Background: an optimization exercise with open tools, aiming at small area, a short achievable clock period and few clock cycles per item. Do not read the settings as production practice. Where RTL was checked, it was by simulation tests only, not by an equivalence proof against the original. Function not checked in run 1: the RTL went through the layout flow alone.

==> flow/design.v (outline; a module is shown in full before it is edited, if it fits) <==
// module dmr_fec: 2414 lines
module dmr_fec (
    input  wire         clk,
    input  wire         rst,         
    input  wire         start,
    input  wire [1:0]   op,
    input  wire [195:0] din,
    output wire         ready,
    output reg          done,
    output reg  [195:0] dout,
    output reg          corr,
    output reg          fail,
    output reg  [7:0]   ncorr
);
  // ...
==> flow/flow/run.sh <==
#!/bin/bash
# Standard ORFS layout at the design's clock and constraints; repair_timing
# is asked to leave a setup margin so that it shortens the critical paths.
bash standard.sh SETUP_SLACK_MARGIN=38 finish > standard.log 2>&1
==> flow/standard.sh <==
#!/bin/bash
# synth_recipe.tcl (not shown) runs the flow's synth.tcl, then flattens the netlist and writes it again
# the make line also repeats each setting of config.mk as NAME=value (left out here)
make -C /OpenROAD-flow-scripts/flow DESIGN_CONFIG=/design/flow/config.mk WORK_HOME=/design/flow/orfs CLKGATE_MAP_FILE= SYNTH_SCRIPT=/design/flow/synth_recipe.tcl "${@:-finish}"
==> flow/config.mk <==
export PLATFORM = sky130hd
export DESIGN_NAME = dmr_fec
export DESIGN_NICKNAME = dmr_fec
export VERILOG_FILES = /design/flow/design.v
export SDC_FILE = /design/flow/constraint.sdc
export NUM_CORES = 8
export LEC_CHECK = 0
export CAP_MARGIN = 20
export CORE_MARGIN = 2
export CORE_UTILIZATION = 25
export PLACE_DENSITY = 0.45
export SLEW_MARGIN = 20
==> flow/constraint.sdc <==
create_clock -name core_clock -period 50.0 [get_ports {clk}]
set_input_delay 10.0000 -clock core_clock [delete_from_list [all_inputs] [get_ports {clk}]]
set_output_delay 10.0000 -clock core_clock [all_outputs]
set_load 0.01 [all_outputs]
==> results.toml, run 1 <==
[sta]
fin_ws_ns = 37.99
setup_tns_ns = 0
relSlewSlack_pct = 11.9

[layout]
multi_input_area_share_pct = 60.1
final_design_area_no_fill_sq_um = 81200
multi_input_area_sq_um = 48800
seq_area_sq_um = 14200
fillerInstances = 25600
reg_top3 = "dout: 196 flops, rin: 196 flops, w0: 195 flops"
nFlopsAndLatches = 605
diodes = 15
n_all_inverters = 490
layout-drive-gt1-share_pct = 21.3

[yosys]
synth_top_cell_by_area = "dfxtp_1"
synth_compound_area_share_pct = 8.62
syn_nets = 6893
ys_types = 107

[drt]
wire_per_inst_um = 40.9
highest_layer = "met5"
drc = 0
num_vias = 56300

[cts]
clockBufferDepth = 3

[critical_path]
critPathCaptureType = "output port"
cp.arrival_ns = 2.01
crit_path_max_incr_delay_ns = 0.63

[status]
status = "complete, no violations"

[global_route]
grt_max_degree = 159

[flow_run]
maxCapViolCount = 0

[placed_design]
dpl.hpwl_mm = 348

[floorplanning]
dieArea_sq_um = 253000
==> inputs of run 2 (changes only) <==
--- a/flow/design.v
+++ b/flow/design.v
@@ -1241,67 +1241,17 @@
     wire pc_365 = pc_360 ^ pc_361 ^ pc_306;
     wire pc_366 = (pc_360 & pc_361) | (pc_360 & pc_306) | (pc_361 & pc_306);
     wire pc_367 = pc_362 ^ pc_356 ^ pc_346;
     wire pc_368 = (pc_362 & pc_356) | (pc_362 & pc_346) | (pc_356 & pc_346);
     wire pc_369 = pc_364 ^ pc_365 ^ pc_308;
     wire pc_370 = (pc_364 & pc_365) | (pc_364 & pc_308) | (pc_365 & pc_308);
     wire pc_371 = pc_370 ^ pc_366 ^ pc_367;
     wire pc_372 = (pc_370 & pc_366) | (pc_370 & pc_367) | (pc_366 & pc_367);
-    wire pc_a_g0_0 = pc_309 & 1'b0;
-    wire pc_a_p0_0 = pc_309 ^ 1'b0;
-    wire pc_a_g0_1 = pc_347 & 1'b0;
-    wire pc_a_p0_1 = pc_347 ^ 1'b0;
-    wire pc_a_g0_2 = pc_357 & pc_303;
-    wire pc_a_p0_2 = pc_357 ^ pc_303;
-    wire pc_a_g0_3 = pc_363 & 1'b0;
-    wire pc_a_p0_3 = pc_363 ^ 1'b0;
-    wire pc_a_g0_4 = pc_369 & 1'b0;
-    wire pc_a_p0_4 = pc_369 ^ 1'b0;
-    wire pc_a_g0_5 = pc_371 & 1'b0;
-    wire pc_a_p0_5 = pc_371 ^ 1'b0;
-    wire pc_a_g0_6 = pc_372 & pc_368;
-    wire pc_a_p0_6 = pc_372 ^ pc_368;
-    wire pc_a_g0_7 = 1'b0 & 1'b0;
-    wire pc_a_p0_7 = 1'b0 ^ 1'b0;
-    wire pc_a_g1_1 = pc_a_g0_1 | (pc_a_p0_1 & pc_a_g0_0);
-    wire pc_a_p1_1 = pc_a_p0_1 & pc_a_p0_0;
-    wire pc_a_g1_2 = pc_a_g0_2 | (pc_a_p0_2 & pc_a_g0_1);
-    wire pc_a_p1_2 = pc_a_p0_2 & pc_a_p0_1;
-    wire pc_a_g1_3 = pc_a_g0_3 | (pc_a_p0_3 & pc_a_g0_2);
-    wire pc_a_p1_3 = pc_a_p0_3 & pc_a_p0_2;
-    wire pc_a_g1_4 = pc_a_g0_4 | (pc_a_p0_4 & pc_a_g0_3);
-    wire pc_a_p1_4 = pc_a_p0_4 & pc_a_p0_3;
-    wire pc_a_g1_5 = pc_a_g0_5 | (pc_a_p0_5 & pc_a_g0_4);
-    wire pc_a_p1_5 = pc_a_p0_5 & pc_a_p0_4;
-    wire pc_a_g1_6 = pc_a_g0_6 | (pc_a_p0_6 & pc_a_g0_5);
-    wire pc_a_p1_6 = pc_a_p0_6 & pc_a_p0_5;
-    wire pc_a_g1_7 = pc_a_g0_7 | (pc_a_p0_7 & pc_a_g0_6);
-    wire pc_a_p1_7 = pc_a_p0_7 & pc_a_p0_6;
-    wire pc_a_g2_2 = pc_a_g1_2 | (pc_a_p1_2 & pc_a_g0_0);
-    wire pc_a_p2_2 = pc_a_p1_2 & pc_a_p0_0;
-    wire pc_a_g2_3 = pc_a_g1_3 | (pc_a_p1_3 & pc_a_g1_1);
-    wire pc_a_p2_3 = pc_a_p1_3 & pc_a_p1_1;
-    wire pc_a_g2_4 = pc_a_g1_4 | (pc_a_p1_4 & pc_a_g1_2);
-    wire pc_a_p2_4 = pc_a_p1_4 & pc_a_p1_2;
-    wire pc_a_g2_5 = pc_a_g1_5 | (pc_a_p1_5 & pc_a_g1_3);
-    wire pc_a_p2_5 = pc_a_p1_5 & pc_a_p1_3;
-    wire pc_a_g2_6 = pc_a_g1_6 | (pc_a_p1_6 & pc_a_g1_4);
-    wire pc_a_p2_6 = pc_a_p1_6 & pc_a_p1_4;
-    wire pc_a_g2_7 = pc_a_g1_7 | (pc_a_p1_7 & pc_a_g1_5);
-    wire pc_a_p2_7 = pc_a_p1_7 & pc_a_p1_5;
-    wire pc_a_g3_4 = pc_a_g2_4 | (pc_a_p2_4 & pc_a_g0_0);
-    wire pc_a_p3_4 = pc_a_p2_4 & pc_a_p0_0;
-    wire pc_a_g3_5 = pc_a_g2_5 | (pc_a_p2_5 & pc_a_g1_1);
-    wire pc_a_p3_5 = pc_a_p2_5 & pc_a_p1_1;
-    wire pc_a_g3_6 = pc_a_g2_6 | (pc_a_p2_6 & pc_a_g2_2);
-    wire pc_a_p3_6 = pc_a_p2_6 & pc_a_p2_2;
-    wire pc_a_g3_7 = pc_a_g2_7 | (pc_a_p2_7 & pc_a_g2_3);
-    wire pc_a_p3_7 = pc_a_p2_7 & pc_a_p2_3;
-    wire [7:0] ndiff = {(pc_a_p0_7 ^ pc_a_g3_6), (pc_a_p0_6 ^ pc_a_g3_5), (pc_a_p0_5 ^ pc_a_g3_4), (pc_a_p0_4 ^ pc_a_g2_3), (pc_a_p0_3 ^ pc_a_g2_2), (pc_a_p0_2 ^ pc_a_g1_1), (pc_a_p0_1 ^ pc_a_g0_0), (pc_a_p0_0)};
+    wire [7:0] ndiff = {1'b0, pc_372, pc_371, pc_369, pc_363, pc_357, pc_347, pc_309} + {1'b0, pc_368, 1'b0, 1'b0, 1'b0, pc_303, 1'b0, 1'b0};
     wire e_enc = (rop == 2'd2);
     wire [71:0] el;     
     assign el[0] = rin[0];
     assign el[1] = rin[13];
     assign el[2] = rin[26];
     assign el[3] = rin[39];
     assign el[4] = rin[52];
     assign el[5] = rin[65];
@@ -1544,81 +1494,81 @@
     assign em[34] = e_enc ? el[24] : rin[38];
     assign em[35] = e_enc ? el[25] : rin[142];
     assign em[36] = e_enc ? el[26] : rin[50];
     assign em[37] = e_enc ? el[27] : rin[154];
     assign em[38] = e_enc ? el[28] : rin[62];
     assign em[39] = e_enc ? el[29] : rin[166];
     assign em[40] = e_enc ? el[30] : rin[74];
     assign em[41] = e_enc ? el[31] : rin[178];
-    assign em[42] = !e_enc & rin[86];
+    assign em[42] = e_enc ? cs_enc[4] : rin[86];
     assign em[43] = !e_enc & rin[190];
     assign em[44] = !e_enc & rin[98];
     assign em[45] = !e_enc & rin[6];
     assign em[46] = !e_enc & rin[110];
     assign em[47] = !e_enc & rin[18];
     assign em[48] = e_enc ? el[32] : rin[39];
     assign em[49] = e_enc ? el[33] : rin[143];
     assign em[50] = e_enc ? el[34] : rin[51];
     assign em[51] = e_enc ? el[35] : rin[155];
     assign em[52] = e_enc ? el[36] : rin[63];
     assign em[53] = e_enc ? el[37] : rin[167];
     assign em[54] = e_enc ? el[38] : rin[75];
     assign em[55] = e_enc ? el[39] : rin[179];
     assign em[56] = e_enc ? el[40] : rin[87];
     assign em[57] = e_enc ? el[41] : rin[191];
-    assign em[58] = !e_enc & rin[99];
+    assign em[58] = e_enc ? cs_enc[3] : rin[99];
     assign em[59] = !e_enc & rin[7];
     assign em[60] = !e_enc & rin[111];
     assign em[61] = !e_enc & rin[19];
     assign em[62] = !e_enc & rin[123];
     assign em[63] = !e_enc & rin[31];
     assign em[64] = e_enc ? el[42] : rin[52];
     assign em[65] = e_enc ? el[43] : rin[156];
     assign em[66] = e_enc ? el[44] : rin[64];
     assign em[67] = e_enc ? el[45] : rin[168];
     assign em[68] = e_enc ? el[46] : rin[76];
     assign em[69] = e_enc ? el[47] : rin[180];
     assign em[70] = e_enc ? el[48] : rin[88];
     assign em[71] = e_enc ? el[49] : rin[192];
     assign em[72] = e_enc ? el[50] : rin[100];
     assign em[73] = e_enc ? el[51] : rin[8];
-    assign em[74] = !e_enc & rin[112];
+    assign em[74] = e_enc ? cs_enc[2] : rin[112];
     assign em[75] = !e_enc & rin[20];
     assign em[76] = !e_enc & rin[124];
     assign em[77] = !e_enc & rin[32];
     assign em[78] = !e_enc & rin[136];
     assign em[79] = !e_enc & rin[44];
     assign em[80] = e_enc ? el[52] : rin[65];
     assign em[81] = e_enc ? el[53] : rin[169];
     assign em[82] = e_enc ? el[54] : rin[77];
     assign em[83] = e_enc ? el[55] : rin[181];
     assign em[84] = e_enc ? el[56] : rin[89];
     assign em[85] = e_enc ? el[57] : rin[193];
     assign em[86] = e_enc ? el[58] : rin[101];
     assign em[87] = e_enc ? el[59] : rin[9];
     assign em[88] = e_enc ? el[60] : rin[113];
     assign em[89] = e_enc ? el[61] : rin[21];
-    assign em[90] = !e_enc & rin[125];
+    assign em[90] = e_enc ? cs_enc[1] : rin[125];
     assign em[91] = !e_enc & rin[33];
     assign em[92] = !e_enc & rin[137];
     assign em[93] = !e_enc & rin[45];
     assign em[94] = !e_enc & rin[149];
     assign em[95] = !e_enc & rin[57];
     assign em[96] = e_enc ? el[62] : rin[78];
     assign em[97] = e_enc ? el[63] : rin[182];
     assign em[98] = e_enc ? el[64] : rin[90];
     assign em[99] = e_enc ? el[65] : rin[194];
     assign em[100] = e_enc ? el[66] : rin[102];
     assign em[101] = e_enc ? el[67] : rin[10];
     assign em[102] = e_enc ? el[68] : rin[114];
     assign em[103] = e_enc ? el[69] : rin[22];
     assign em[104] = e_enc ? el[70] : rin[126];
     assign em[105] = e_enc ? el[71] : rin[34];
-    assign em[106] = !e_enc & rin[138];
+    assign em[106] = e_enc ? cs_enc[0] : rin[138];
     assign em[107] = !e_enc & rin[46];
     assign em[108] = !e_enc & rin[150];
     assign em[109] = !e_enc & rin[58];
     assign em[110] = !e_enc & rin[162];
     assign em[111] = !e_enc & rin[70];
     assign em[112] = !e_enc & rin[91];
     assign em[113] = !e_enc & rin[195];
     assign em[114] = !e_enc & rin[103];
@@ -1791,17 +1741,16 @@
     assign ecp[8] = emf[8] ^ emf[24] ^ emf[40] ^ emf[56] ^ emf[72] ^ emf[88] ^ emf[104] ^ emf[120];
     assign ecp[9] = emf[9] ^ emf[25] ^ emf[41] ^ emf[57] ^ emf[73] ^ emf[89] ^ emf[105] ^ emf[121];
     assign ecp[10] = emf[10] ^ emf[26] ^ emf[42] ^ emf[58] ^ emf[74] ^ emf[90] ^ emf[106] ^ emf[122];
     assign ecp[11] = emf[11] ^ emf[27] ^ emf[43] ^ emf[59] ^ emf[75] ^ emf[91] ^ emf[107] ^ emf[123];
     assign ecp[12] = emf[12] ^ emf[28] ^ emf[44] ^ emf[60] ^ emf[76] ^ emf[92] ^ emf[108] ^ emf[124];
     assign ecp[13] = emf[13] ^ emf[29] ^ emf[45] ^ emf[61] ^ emf[77] ^ emf[93] ^ emf[109] ^ emf[125];
     assign ecp[14] = emf[14] ^ emf[30] ^ emf[46] ^ emf[62] ^ emf[78] ^ emf[94] ^ emf[110] ^ emf[126];
     assign ecp[15] = emf[15] ^ emf[31] ^ emf[47] ^ emf[63] ^ emf[79] ^ emf[95] ^ emf[111] ^ emf[127];
-    wire cs_x = ^cs_enc;
     wire [127:0] e_out;    
     assign e_out[0] = emf[0];
     assign e_out[1] = emf[16];
     assign e_out[2] = emf[32];
     assign e_out[3] = emf[48];
     assign e_out[4] = emf[64];
     assign e_out[5] = emf[80];
     assign e_out[6] = emf[96];
@@ -1875,22 +1824,22 @@
     assign e_out[74] = emf[41];
     assign e_out[75] = emf[57];
     assign e_out[76] = emf[73];
     assign e_out[77] = emf[89];
     assign e_out[78] = emf[105];
     assign e_out[79] = ecp[9];
     assign e_out[80] = emf[10];
     assign e_out[81] = emf[26];
-    assign e_out[82] = cs_enc[4];
-    assign e_out[83] = cs_enc[3];
-    assign e_out[84] = cs_enc[2];
-    assign e_out[85] = cs_enc[1];
-    assign e_out[86] = cs_enc[0];
-    assign e_out[87] = ecp[10] ^ cs_x;
+    assign e_out[82] = emf[42];
+    assign e_out[83] = emf[58];
+    assign e_out[84] = emf[74];
+    assign e_out[85] = emf[90];
+    assign e_out[86] = emf[106];
+    assign e_out[87] = ecp[10];
     assign e_out[88] = emf[11];
     assign e_out[89] = emf[27];
     assign e_out[90] = emf[43];
     assign e_out[91] = emf[59];
     assign e_out[92] = emf[75];
     assign e_out[93] = emf[91];
     assign e_out[94] = emf[107];
     assign e_out[95] = ecp[11];
@@ -1899,38 +1848,38 @@
     assign e_out[98] = emf[44];
     assign e_out[99] = emf[60];
     assign e_out[100] = emf[76];
     assign e_out[101] = emf[92];
     assign e_out[102] = emf[108];
     assign e_out[103] = ecp[12];
     assign e_out[104] = emf[13];
     assign e_out[105] = emf[29];
-    assign e_out[106] = emf[45] ^ cs_enc[4];
-    assign e_out[107] = emf[61] ^ cs_enc[3];
-    assign e_out[108] = emf[77] ^ cs_enc[2];
-    assign e_out[109] = emf[93] ^ cs_enc[1];
-    assign e_out[110] = emf[109] ^ cs_enc[0];
-    assign e_out[111] = ecp[13] ^ cs_x;
+    assign e_out[106] = emf[45];
+    assign e_out[107] = emf[61];
+    assign e_out[108] = emf[77];
+    assign e_out[109] = emf[93];
+    assign e_out[110] = emf[109];
+    assign e_out[111] = ecp[13];
     assign e_out[112] = emf[14];
     assign e_out[113] = emf[30];
-    assign e_out[114] = emf[46] ^ cs_enc[4];
-    assign e_out[115] = emf[62] ^ cs_enc[3];
-    assign e_out[116] = emf[78] ^ cs_enc[2];
-    assign e_out[117] = emf[94] ^ cs_enc[1];
-    assign e_out[118] = emf[110] ^ cs_enc[0];
-    assign e_out[119] = ecp[14] ^ cs_x;
+    assign e_out[114] = emf[46];
+    assign e_out[115] = emf[62];
+    assign e_out[116] = emf[78];
+    assign e_out[117] = emf[94];
+    assign e_out[118] = emf[110];
+    assign e_out[119] = ecp[14];
     assign e_out[120] = emf[15];
     assign e_out[121] = emf[31];
-    assign e_out[122] = emf[47] ^ cs_enc[4];
-    assign e_out[123] = emf[63] ^ cs_enc[3];
-    assign e_out[124] = emf[79] ^ cs_enc[2];
-    assign e_out[125] = emf[95] ^ cs_enc[1];
-    assign e_out[126] = emf[111] ^ cs_enc[0];
-    assign e_out[127] = ecp[15] ^ cs_x;
+    assign e_out[122] = emf[47];
+    assign e_out[123] = emf[63];
+    assign e_out[124] = emf[79];
+    assign e_out[125] = emf[95];
+    assign e_out[126] = emf[111];
+    assign e_out[127] = ecp[15];
     wire [71:0] dl;     
     assign dl[0] = emf[0];
     assign dl[1] = emf[1];
     assign dl[2] = emf[2];
     assign dl[3] = emf[3];
     assign dl[4] = emf[4];
     assign dl[5] = emf[5];
     assign dl[6] = emf[6];
@@ -2047,18 +1996,18 @@
     wire cd_45 = dl[27] ^ dl[35] ^ dl[43];
     wire cd_46 = (dl[27] & dl[35]) | (dl[27] & dl[43]) | (dl[35] & dl[43]);
     wire cd_47 = dl[51] ^ dl[59] ^ dl[67];
     wire cd_48 = (dl[51] & dl[59]) | (dl[51] & dl[67]) | (dl[59] & dl[67]);
     wire cd_49 = cd_1 ^ cd_3 ^ cd_5;
     wire cd_50 = (cd_1 & cd_3) | (cd_1 & cd_5) | (cd_3 & cd_5);
     wire cd_51 = cd_7 ^ cd_9 ^ cd_11;
     wire cd_52 = (cd_7 & cd_9) | (cd_7 & cd_11) | (cd_9 & cd_11);
-    wire cd_53 = ~dcs[0] ^ cd_44 ^ cd_46;
-    wire cd_54 = (~dcs[0] & cd_44) | (~dcs[0] & cd_46) | (cd_44 & cd_46);
+    wire cd_53 = cd_44 ^ cd_46 ^ cd_48;
+    wire cd_54 = (cd_44 & cd_46) | (cd_44 & cd_48) | (cd_46 & cd_48);
     wire cd_55 = cd_2 ^ cd_4 ^ cd_6;
     wire cd_56 = (cd_2 & cd_4) | (cd_2 & cd_6) | (cd_4 & cd_6);
     wire cd_57 = cd_8 ^ cd_10 ^ cd_12;
     wire cd_58 = (cd_8 & cd_10) | (cd_8 & cd_12) | (cd_10 & cd_12);
     wire cd_59 = cd_13 ^ cd_15 ^ cd_17;
     wire cd_60 = (cd_13 & cd_15) | (cd_13 & cd_17) | (cd_15 & cd_17);
     wire cd_61 = cd_19 ^ cd_21 ^ cd_23;
     wire cd_62 = (cd_19 & cd_21) | (cd_19 & cd_23) | (cd_21 & cd_23);
@@ -2077,79 +2026,69 @@
     wire cd_75 = cd_37 ^ cd_39 ^ cd_41;
     wire cd_76 = (cd_37 & cd_39) | (cd_37 & cd_41) | (cd_39 & cd_41);
     wire cd_77 = cd_38 ^ cd_40 ^ cd_42;
     wire cd_78 = (cd_38 & cd_40) | (cd_38 & cd_42) | (cd_40 & cd_42);
     wire cd_79 = cd_43 ^ cd_45 ^ cd_47;
     wire cd_80 = (cd_43 & cd_45) | (cd_43 & cd_47) | (cd_45 & cd_47);
     wire cd_81 = cd_49 ^ cd_51 ^ cd_53;
     wire cd_82 = (cd_49 & cd_51) | (cd_49 & cd_53) | (cd_51 & cd_53);
-    wire cd_83 = cd_48 ^ cd_78 ^ cd_80;
-    wire cd_84 = (cd_48 & cd_78) | (cd_48 & cd_80) | (cd_78 & cd_80);
-    wire cd_85 = cd_50 ^ cd_52 ^ cd_54;
-    wire cd_86 = (cd_50 & cd_52) | (cd_50 & cd_54) | (cd_52 & cd_54);
-    wire cd_87 = cd_55 ^ cd_57 ^ cd_59;
-    wire cd_88 = (cd_55 & cd_57) | (cd_55 & cd_59) | (cd_57 & cd_59);
-    wire cd_89 = cd_56 ^ cd_58 ^ cd_60;
-    wire cd_90 = (cd_56 & cd_58) | (cd_56 & cd_60) | (cd_58 & cd_60);
-    wire cd_91 = cd_62 ^ cd_63 ^ cd_65;
-    wire cd_92 = (cd_62 & cd_63) | (cd_62 & cd_65) | (cd_63 & cd_65);
-    wire cd_93 = cd_67 ^ cd_69 ^ ~dcs[2];
-    wire cd_94 = (cd_67 & cd_69) | (cd_67 & ~dcs[2]) | (cd_69 & ~dcs[2]);
-    wire cd_95 = cd_64 ^ cd_66 ^ cd_68;
-    wire cd_96 = (cd_64 & cd_66) | (cd_64 & cd_68) | (cd_66 & cd_68);
-    wire cd_97 = cd_70 ^ cd_71 ^ cd_73;
-    wire cd_98 = (cd_70 & cd_71) | (cd_70 & cd_73) | (cd_71 & cd_73);
-    wire cd_99 = cd_72 ^ cd_74 ^ cd_76;
-    wire cd_100 = (cd_72 & cd_74) | (cd_72 & cd_76) | (cd_74 & cd_76);
-    wire cd_101 = cd_77 ^ cd_79 ^ ~dcs[4];
-    wire cd_102 = (cd_77 & cd_79) | (cd_77 & ~dcs[4]) | (cd_79 & ~dcs[4]);
-    wire cd_103 = cd_81 ^ cd_83 ^ cd_100;
-    wire cd_104 = (cd_81 & cd_83) | (cd_81 & cd_100) | (cd_83 & cd_100);
-    wire cd_105 = cd_82 ^ cd_84 ^ cd_85;
-    wire cd_106 = (cd_82 & cd_84) | (cd_82 & cd_85) | (cd_84 & cd_85);
-    wire cd_107 = cd_87 ^ cd_61 ^ ~dcs[1];
-    wire cd_108 = (cd_87 & cd_61) | (cd_87 & ~dcs[1]) | (cd_61 & ~dcs[1]);
-    wire cd_109 = cd_86 ^ cd_88 ^ cd_89;
-    wire cd_110 = (cd_86 & cd_88) | (cd_86 & cd_89) | (cd_88 & cd_89);
-    wire cd_111 = cd_90 ^ cd_92 ^ cd_94;
-    wire cd_112 = (cd_90 & cd_92) | (cd_90 & cd_94) | (cd_92 & cd_94);
-    wire cd_113 = cd_95 ^ cd_97 ^ cd_75;
-    wire cd_114 = (cd_95 & cd_97) | (cd_95 & cd_75) | (cd_97 & cd_75);
-    wire cd_115 = cd_96 ^ cd_98 ^ cd_99;
-    wire cd_116 = (cd_96 & cd_98) | (cd_96 & cd_99) | (cd_98 & cd_99);
-    wire cd_117 = cd_103 ^ cd_102 ^ cd_116;
-    wire cd_118 = (cd_103 & cd_102) | (cd_103 & cd_116) | (cd_102 & cd_116);
-    wire cd_119 = cd_104 ^ cd_105 ^ cd_107;
-    wire cd_120 = (cd_104 & cd_105) | (cd_104 & cd_107) | (cd_105 & cd_107);
-    wire cd_121 = cd_106 ^ cd_108 ^ cd_109;
-    wire cd_122 = (cd_106 & cd_108) | (cd_106 & cd_109) | (cd_108 & cd_109);
-    wire cd_123 = cd_110 ^ cd_111 ^ cd_113;
-    wire cd_124 = (cd_110 & cd_111) | (cd_110 & cd_113) | (cd_111 & cd_113);
-    wire cd_125 = cd_112 ^ cd_114 ^ cd_115;
-    wire cd_126 = (cd_112 & cd_114) | (cd_112 & cd_115) | (cd_114 & cd_115);
-    wire cd_127 = cd_120 ^ cd_121 ^ cd_91;
-    wire cd_128 = (cd_120 & cd_121) | (cd_120 & cd_91) | (cd_121 & cd_91);
-    wire cd_129 = cd_122 ^ cd_123 ^ ~dcs[3];
-    wire cd_130 = (cd_122 & cd_123) | (cd_122 & ~dcs[3]) | (cd_123 & ~dcs[3]);
-    wire cd_131 = cd_124 ^ cd_125 ^ cd_101;
-    wire cd_132 = (cd_124 & cd_125) | (cd_124 & cd_101) | (cd_125 & cd_101);
-    wire cd_133 = cd_117 ^ cd_126 ^ cd_132;
-    wire cd_134 = (cd_117 & cd_126) | (cd_117 & cd_132) | (cd_126 & cd_132);
-    wire cd_135 = cd_134 ^ cd_118 ^ cd_119;
-    wire cd_136 = (cd_134 & cd_118) | (cd_134 & cd_119) | (cd_118 & cd_119);
-    wire cd_137 = cd_136 ^ cd_127 ^ cd_93;
-    wire cd_138 = (cd_136 & cd_127) | (cd_136 & cd_93) | (cd_127 & cd_93);
-    wire cd_139 = cd_138 ^ cd_128 ^ cd_129;
-    wire cd_140 = (cd_138 & cd_128) | (cd_138 & cd_129) | (cd_128 & cd_129);
-    wire cd_141 = cd_140 ^ cd_130 ^ cd_131;
-    wire cd_142 = (cd_140 & cd_130) | (cd_140 & cd_131) | (cd_130 & cd_131);
-    wire [4:0] cd_a = {cd_141, cd_139, cd_137, cd_135, cd_133};
-    wire [4:0] cd_b = {1'b0, 1'b0, 1'b0, 1'b0, cd_142};
-    wire cs_bad = !((cd_a == ~cd_b) | (cd_a == 5'd0 & cd_b == 5'd0) | (cd_a == 5'd31 & cd_b == 5'd31)) | (dcs == 5'd31);
+    wire cd_83 = cd_50 ^ cd_52 ^ cd_54;
+    wire cd_84 = (cd_50 & cd_52) | (cd_50 & cd_54) | (cd_52 & cd_54);
+    wire cd_85 = cd_55 ^ cd_57 ^ cd_59;
+    wire cd_86 = (cd_55 & cd_57) | (cd_55 & cd_59) | (cd_57 & cd_59);
+    wire cd_87 = cd_56 ^ cd_58 ^ cd_60;
+    wire cd_88 = (cd_56 & cd_58) | (cd_56 & cd_60) | (cd_58 & cd_60);
+    wire cd_89 = cd_62 ^ cd_63 ^ cd_65;
+    wire cd_90 = (cd_62 & cd_63) | (cd_62 & cd_65) | (cd_63 & cd_65);
+    wire cd_91 = cd_64 ^ cd_66 ^ cd_68;
+    wire cd_92 = (cd_64 & cd_66) | (cd_64 & cd_68) | (cd_66 & cd_68);
+    wire cd_93 = cd_70 ^ cd_71 ^ cd_73;
+    wire cd_94 = (cd_70 & cd_71) | (cd_70 & cd_73) | (cd_71 & cd_73);
+    wire cd_95 = cd_72 ^ cd_74 ^ cd_76;
+    wire cd_96 = (cd_72 & cd_74) | (cd_72 & cd_76) | (cd_74 & cd_76);
+    wire cd_97 = cd_81 ^ cd_78 ^ cd_80;
+    wire cd_98 = (cd_81 & cd_78) | (cd_81 & cd_80) | (cd_78 & cd_80);
+    wire cd_99 = cd_82 ^ cd_83 ^ cd_85;
+    wire cd_100 = (cd_82 & cd_83) | (cd_82 & cd_85) | (cd_83 & cd_85);
+    wire cd_101 = cd_84 ^ cd_86 ^ cd_87;
+    wire cd_102 = (cd_84 & cd_86) | (cd_84 & cd_87) | (cd_86 & cd_87);
+    wire cd_103 = cd_89 ^ cd_67 ^ cd_69;
+    wire cd_104 = (cd_89 & cd_67) | (cd_89 & cd_69) | (cd_67 & cd_69);
+    wire cd_105 = cd_88 ^ cd_90 ^ cd_91;
+    wire cd_106 = (cd_88 & cd_90) | (cd_88 & cd_91) | (cd_90 & cd_91);
+    wire cd_107 = cd_92 ^ cd_94 ^ cd_95;
+    wire cd_108 = (cd_92 & cd_94) | (cd_92 & cd_95) | (cd_94 & cd_95);
+    wire cd_109 = cd_97 ^ cd_96 ^ cd_108;
+    wire cd_110 = (cd_97 & cd_96) | (cd_97 & cd_108) | (cd_96 & cd_108);
+    wire cd_111 = cd_98 ^ cd_99 ^ cd_61;
+    wire cd_112 = (cd_98 & cd_99) | (cd_98 & cd_61) | (cd_99 & cd_61);
+    wire cd_113 = cd_100 ^ cd_101 ^ cd_103;
+    wire cd_114 = (cd_100 & cd_101) | (cd_100 & cd_103) | (cd_101 & cd_103);
+    wire cd_115 = cd_102 ^ cd_104 ^ cd_105;
+    wire cd_116 = (cd_102 & cd_104) | (cd_102 & cd_105) | (cd_104 & cd_105);
+    wire cd_117 = cd_106 ^ cd_107 ^ cd_77;
+    wire cd_118 = (cd_106 & cd_107) | (cd_106 & cd_77) | (cd_107 & cd_77);
+    wire cd_119 = cd_114 ^ cd_115 ^ cd_93;
+    wire cd_120 = (cd_114 & cd_115) | (cd_114 & cd_93) | (cd_115 & cd_93);
+    wire cd_121 = cd_116 ^ cd_117 ^ cd_79;
+    wire cd_122 = (cd_116 & cd_117) | (cd_116 & cd_79) | (cd_117 & cd_79);
+    wire cd_123 = cd_109 ^ cd_118 ^ cd_122;
+    wire cd_124 = (cd_109 & cd_118) | (cd_109 & cd_122) | (cd_118 & cd_122);
+    wire cd_125 = cd_124 ^ cd_110 ^ cd_111;
+    wire cd_126 = (cd_124 & cd_110) | (cd_124 & cd_111) | (cd_110 & cd_111);
+    wire cd_127 = cd_126 ^ cd_112 ^ cd_113;
+    wire cd_128 = (cd_126 & cd_112) | (cd_126 & cd_113) | (cd_112 & cd_113);
+    wire cd_129 = cd_128 ^ cd_119 ^ cd_75;
+    wire cd_130 = (cd_128 & cd_119) | (cd_128 & cd_75) | (cd_119 & cd_75);
+    wire cd_131 = cd_130 ^ cd_120 ^ cd_121;
+    wire cd_132 = (cd_130 & cd_120) | (cd_130 & cd_121) | (cd_120 & cd_121);
+    wire [5:0] cd_t = {1'b0, cd_131, cd_129, cd_127, cd_125, cd_123} + {1'b0, 1'b0, 1'b0, 1'b0, 1'b0, cd_132};
+    wire [4:0] cd_u = cd_t[4:0] + {4'd0, cd_t[5]};
+    wire [4:0] cs_dec = (cd_u == 5'd31) ? 5'd0 : cd_u;
     wire [6:0] efix = {^es6, ^es5, ^es4, ^es3, ^es2, ^es1, ^es0};
     wire e_even = ((es0 != 5'd0) & ~^es0) | ((es1 != 5'd0) & ~^es1) | ((es2 != 5'd0) & ~^es2) | ((es3 != 5'd0) & ~^es3) | ((es4 != 5'd0) & ~^es4) | ((es5 != 5'd0) & ~^es5) | ((es6 != 5'd0) & ~^es6);
     wire [7:0] b1a, b1m; wire [3:0] b2a, b2m; wire [1:0] b3a, b3m;
     assign b1a[0] = ecp[0] | ecp[1];
     assign b1m[0] = ecp[0] & ecp[1];
     assign b1a[1] = ecp[2] | ecp[3];
     assign b1m[1] = ecp[2] & ecp[3];
     assign b1a[2] = ecp[4] | ecp[5];
@@ -2174,17 +2113,17 @@
     assign b2m[3] = b1m[6] | b1m[7] | (b1a[6] & b1a[7]);
     assign b3a[0] = b2a[0] | b2a[1];
     assign b3m[0] = b2m[0] | b2m[1] | (b2a[0] & b2a[1]);
     assign b3a[1] = b2a[2] | b2a[3];
     assign b3m[1] = b2m[2] | b2m[3] | (b2a[2] & b2a[3]);
     wire bad_any   = b3a[0] | b3a[1];
     wire bad_multi = b3m[0] | b3m[1] | (b3a[0] & b3a[1]);
     wire e_fixed   = |efix;
-    wire e_fail = e_even | (bad_any & (e_fixed | bad_multi)) | cs_bad;
+    wire e_fail = e_even | (bad_any & (e_fixed | bad_multi)) | (dcs != cs_dec);
     wire [2:0] e_nfix = {2'd0, efix[0]} + {2'd0, efix[1]} + {2'd0, efix[2]} + {2'd0, efix[3]}
                       + {2'd0, efix[4]} + {2'd0, efix[5]} + {2'd0, efix[6]};
     wire [3:0] e_n = {1'b0, e_nfix} + {3'd0, bad_any};
     wire s_mat = dec_act ? !fin : (rop == 2'd0);    
     wire s_dec = dec_act && fin && consistent;
     wire s_ee  = !iter && (rop == 2'd2);
     wire s_ed  = !iter && (rop == 2'd3) && !e_fail;
     wire [195:0] dout_n;
==> flow/run.sh (new file) <==
#!/bin/bash
# synth_recipe.tcl (not shown) runs the flow's synth.tcl, then flattens the netlist and writes it again
# the make line also repeats each setting of config.mk as NAME=value (left out here)
make -C /OpenROAD-flow-scripts/flow DESIGN_CONFIG=/design/flow/config.mk WORK_HOME=/design/flow/orfs CLKGATE_MAP_FILE= SYNTH_SCRIPT=/design/flow/synth_recipe.tcl finish
removed: flow/flow/run.sh
removed: flow/standard.sh
==> run 2 against run 1 <==
  * Still clean on timing, DRC and antenna
  * Core utilization shrank 2.4 points
  * Cell area down 9.2%
  * Wire length up 4.8%
  * Cell count fell by 4.4%
  * Die area down 2.1%
  * Sequential share of layout area up 1.6 points
  * Global-route usage up 2.6 points
  * Fmax decreased by 40%
  * Worst hold slack improved by 0.017 ns
  * Setup slack got worse by 8.1 ns
==> results.toml, run 2 <==
[status]
status = "complete, no violations"

[drt]
ant_nets = 0
dr.first_iter.drc_count = 7779
first_pass_iters = 8
wire_per_inst_um = 44.9
num_vias = 54300
drc = 0
viasPerCell = 5.43
finalWirelength_mm = 449

[floorplanning]
die_w_um = 497
dieArea_sq_um = 247000
rows = 181
start_util_pct = 25.1
fp.dieH_um = 497
core_sq_um = 243000
io_pins = 409

[layout]
fillerInstances = 25600
area_growth_pct = 21.1
final_cell_mix = "863 x xnor2_1, 619 x xor2_1, 514 x inv_1"
layout-drive-gt1-share_pct = 11.7
fin_nets = 7261
reg_top3 = "dout: 196 flops, rin: 196 flops, w0: 195 flops"
fin_cells = 10000
final_common_cell = "xnor2_1"

[flow_run]
maxCapViolCount = 0

[placed_design]
gp_congestion = 1.05
port_buffers = 408
dp_slack_ns = 30.26
dp_cells = 9818
dpl.hpwl_mm = 381

[global_route]
grt_usage_pct = 35.1
grt_pass1_wl_mm = 562
antenna_found_initial = 48
grt_pass1_vias = 51300
grt_max_degree = 96
grt-ovfl-total = 0

[critical_path]
r2r.worst_path.cells = 63
cp_common_cell = "fa_1"
crit_slowest_cell = "a31oi_1"
worst_setup_path_start_kind = "flop"
r2r-start = "rin[62]$_DFFE_PN_"
path_class = "flop to flop"
crit_path_max_fanout = 24
worstPathRequired_ns = 50.69
reg2reg_slack_ns = 29.86
crit_path_max_incr_delay_ns = 1.07
r2r-end = "dout[44]$_DFF_P_"
cp.arrival_ns = 20.84
critPathCaptureType = "flop"

[sta]
grt_setup_unrepaired = "no"
setup_tns_ns = 0
fin_ws_ns = 29.86
drv_slew = 0
fin_crit_ns = 20.14
fin_crit_sh_pct = 40.3
tightest_slew_ns = 1.37
setup_violations = 0
report.final.hold_viol_count = 0
max_freq_ghz = 0.0496
fin_skew_ns = 0.0711
relSlewSlack_pct = 7.83

[yosys]
synth_top_cell_by_area = "dfxtp_1"
synth.avg_cell_area_sq_um = 9.81
synth_edf_count = 198
yosys_register_bits = 605
syn_nets = 6759
synth_commonest_cells = "897 x xnor2_1, 635 x xor2_1, 514 x inv_1, 451 x nand2_1, 407 x dfxtp_1"
synth-main-ff-cell = "dfxtp_1"
yosys.cell_count.top_type = "xnor2_1"
yosysTopAreaCellShare_pct = 13.4
yosys-top-cells-area = "dfxtp_1 13%, xnor2_1 13%, fa_1 11%"
yosys_warnings = 1
ys_types = 110
synth_cells = 6206
ys_seq_area_share_pct = 23.2
async_flop_share_pct = 0
synth_area_sq_um = 60900

[cts]
insertion_delay_ns = 0.81
ctsHtreeMaxLevel = 3
clockBufferDepth = 3
root_buffer = "clkbuf_16"
cts_buffers = 88
post_cts_resized = 0
cts.sinks = 605
post_cts_buffers = 0
tritoncts = "built"
cts.clk_slew.worst_paths_ns = 0.06
cts_hold_buf = 0

[min_path]
hold_depth = 1
hold_class = "flop to flop"
min-delay-start = "npass[0]$_SDFF_PN1_"
whs_endpoint = "npass[0]$_SDFF_PN1_"
[run 2: cell types whose count changed in the layout (fill, tap and decap cells not counted), sizes merged, moves of 25 or more]
cell     before  now
xnor3       220  189
nor2        314  285
buf         509  311
mux2i       431  403
a2bb2oi      49   16
nor3        133   96
nand4        16   41
inv         498  523
[run 2: how the worst max path moves through the flow]
| stage | from | to | slack [ns] |
|---|---|---|---|
| CTS | rin[62]$_DFFE_PN_ | dout[44]$_DFF_P_ | 30.19 |
| global route | rin[76]$_DFFE_PN_ | dout[44]$_DFF_P_ | 29.10 |
| finish | rin[62]$_DFFE_PN_ | dout[44]$_DFF_P_ | 29.86 |
| floorplan | iter$_SDFF_PP0_ | ready | 32.65 |
| detailed placement | rin[62]$_DFFE_PN_ | dout[44]$_DFF_P_ | 30.26 |
| global placement | rin[62]$_DFFE_PN_ | dout[44]$_DFF_P_ | 30.26 |
[run 2: logic make-up (layout without fill, tap and decap cells)]
logic type / count (synthesis) / count (layout) / share of synthesized area, %
XOR/XNOR: 1805 / 1805 / 31.9
AND/OR/NAND/NOR: 1409 / 1409 / 11.7
buffers and inverters: 822 / 1398 / 5.50
AO/OA/AOI/OAI: 686 / 686 / 7.59
flip-flops: 605 / 605 / 23.2
multiplexers: 527 / 527 / 9.01
adder cells (fa/ha/maj): 352 / 352 / 11.2
other: 0 / 17 / 0
[run 2: through the flow]
| stage | hold slack, ns | util, % | cell area (sq um) |
|---|---|---|---|
| finish | 0.425 | 30.4 | 73700 |
| global route | 0.434 | 30.4 | 73700 |
| CTS | 0.415 | 30.3 | 73600 |
| detailed placement | 0.401 | 29.1 | 70600 |
| global placement | 0.398 | 29.0 | 70500 |
| floorplan | 0.384 | - | 60900 |
[run 2: critical path, delay by kind of cell, from the launching register on]
kind	cells	cell delay [ns]
XOR/XNOR	2	1.07
multiplexers	2	0.38
flip-flops	1	1.02
buffers and inverters	9	1.31
AND/OR/NAND/NOR	12	2.77
AO/OA/AOI/OAI	11	3.36
adder cells (fa/ha/maj)	27	10.07
[run 2: routing by layer]
metal,vias up,GRT usage [%],part of all wire [%]
met3,717,7.90,9.3
met4,22,18.3,6.3
met1,28300,49.4,44
met5,-,0,0.033
met2,3504,49.5,40
li1,21800,-,-
[run 2: area by class of cell]
| cell class | instances | area, sq um | share of cell area, % |
|---|---|---|---|
| tap | 3202 | 4010 | 5.43 |
| sequential | 605 | 14100 | 19.1 |
| clock buffer | 119 | 2440 | 3.31 |
| timing repair buffer | 719 | 6460 | 8.76 |
| inverter | 515 | 1940 | 2.63 |
| antenna | 17 | 42.5 | 0.0577 |
| multi-input combinational | 4779 | 44200 | 59.9 |
| clock inverter | 45 | 586 | 0.794 |
Testbench counts of run 2, summed over its fixed seeds: cycles 5,628, items 4,800.

-- static timing again, ports no longer ideal --
How much do the figures lean on ideal ports? The routed layouts below were timed once more, with nothing changed but the port constraints.
Step 1: set_driving_cell puts a clkbuf_16 on clk and a buf_2 on each other input, an assumption about the parent block.
Step 2, shift: input delay + t, output delay - t, t = (earliest + latest rising clock arrival at the registers) / 2. This alone moves slack from input paths to output paths.
Three values: no drivers, after step 1, after step 2; two values: the first two.
run	shift t [ns]	slack for setup (ns)	slew at the worst register clock pin (ns)
run 1	0.857	37.992 / 37.888 / 37.435	0.07 / 0.07
run 2	0.881	29.858 / 29.858 / 29.858	0.08 / 0.08
After both steps setup and hold are still met in every run listed. For run 1, which loses most, drivers alone change the setup slack by -0.104 ns; drivers and shift together by -0.557 ns.
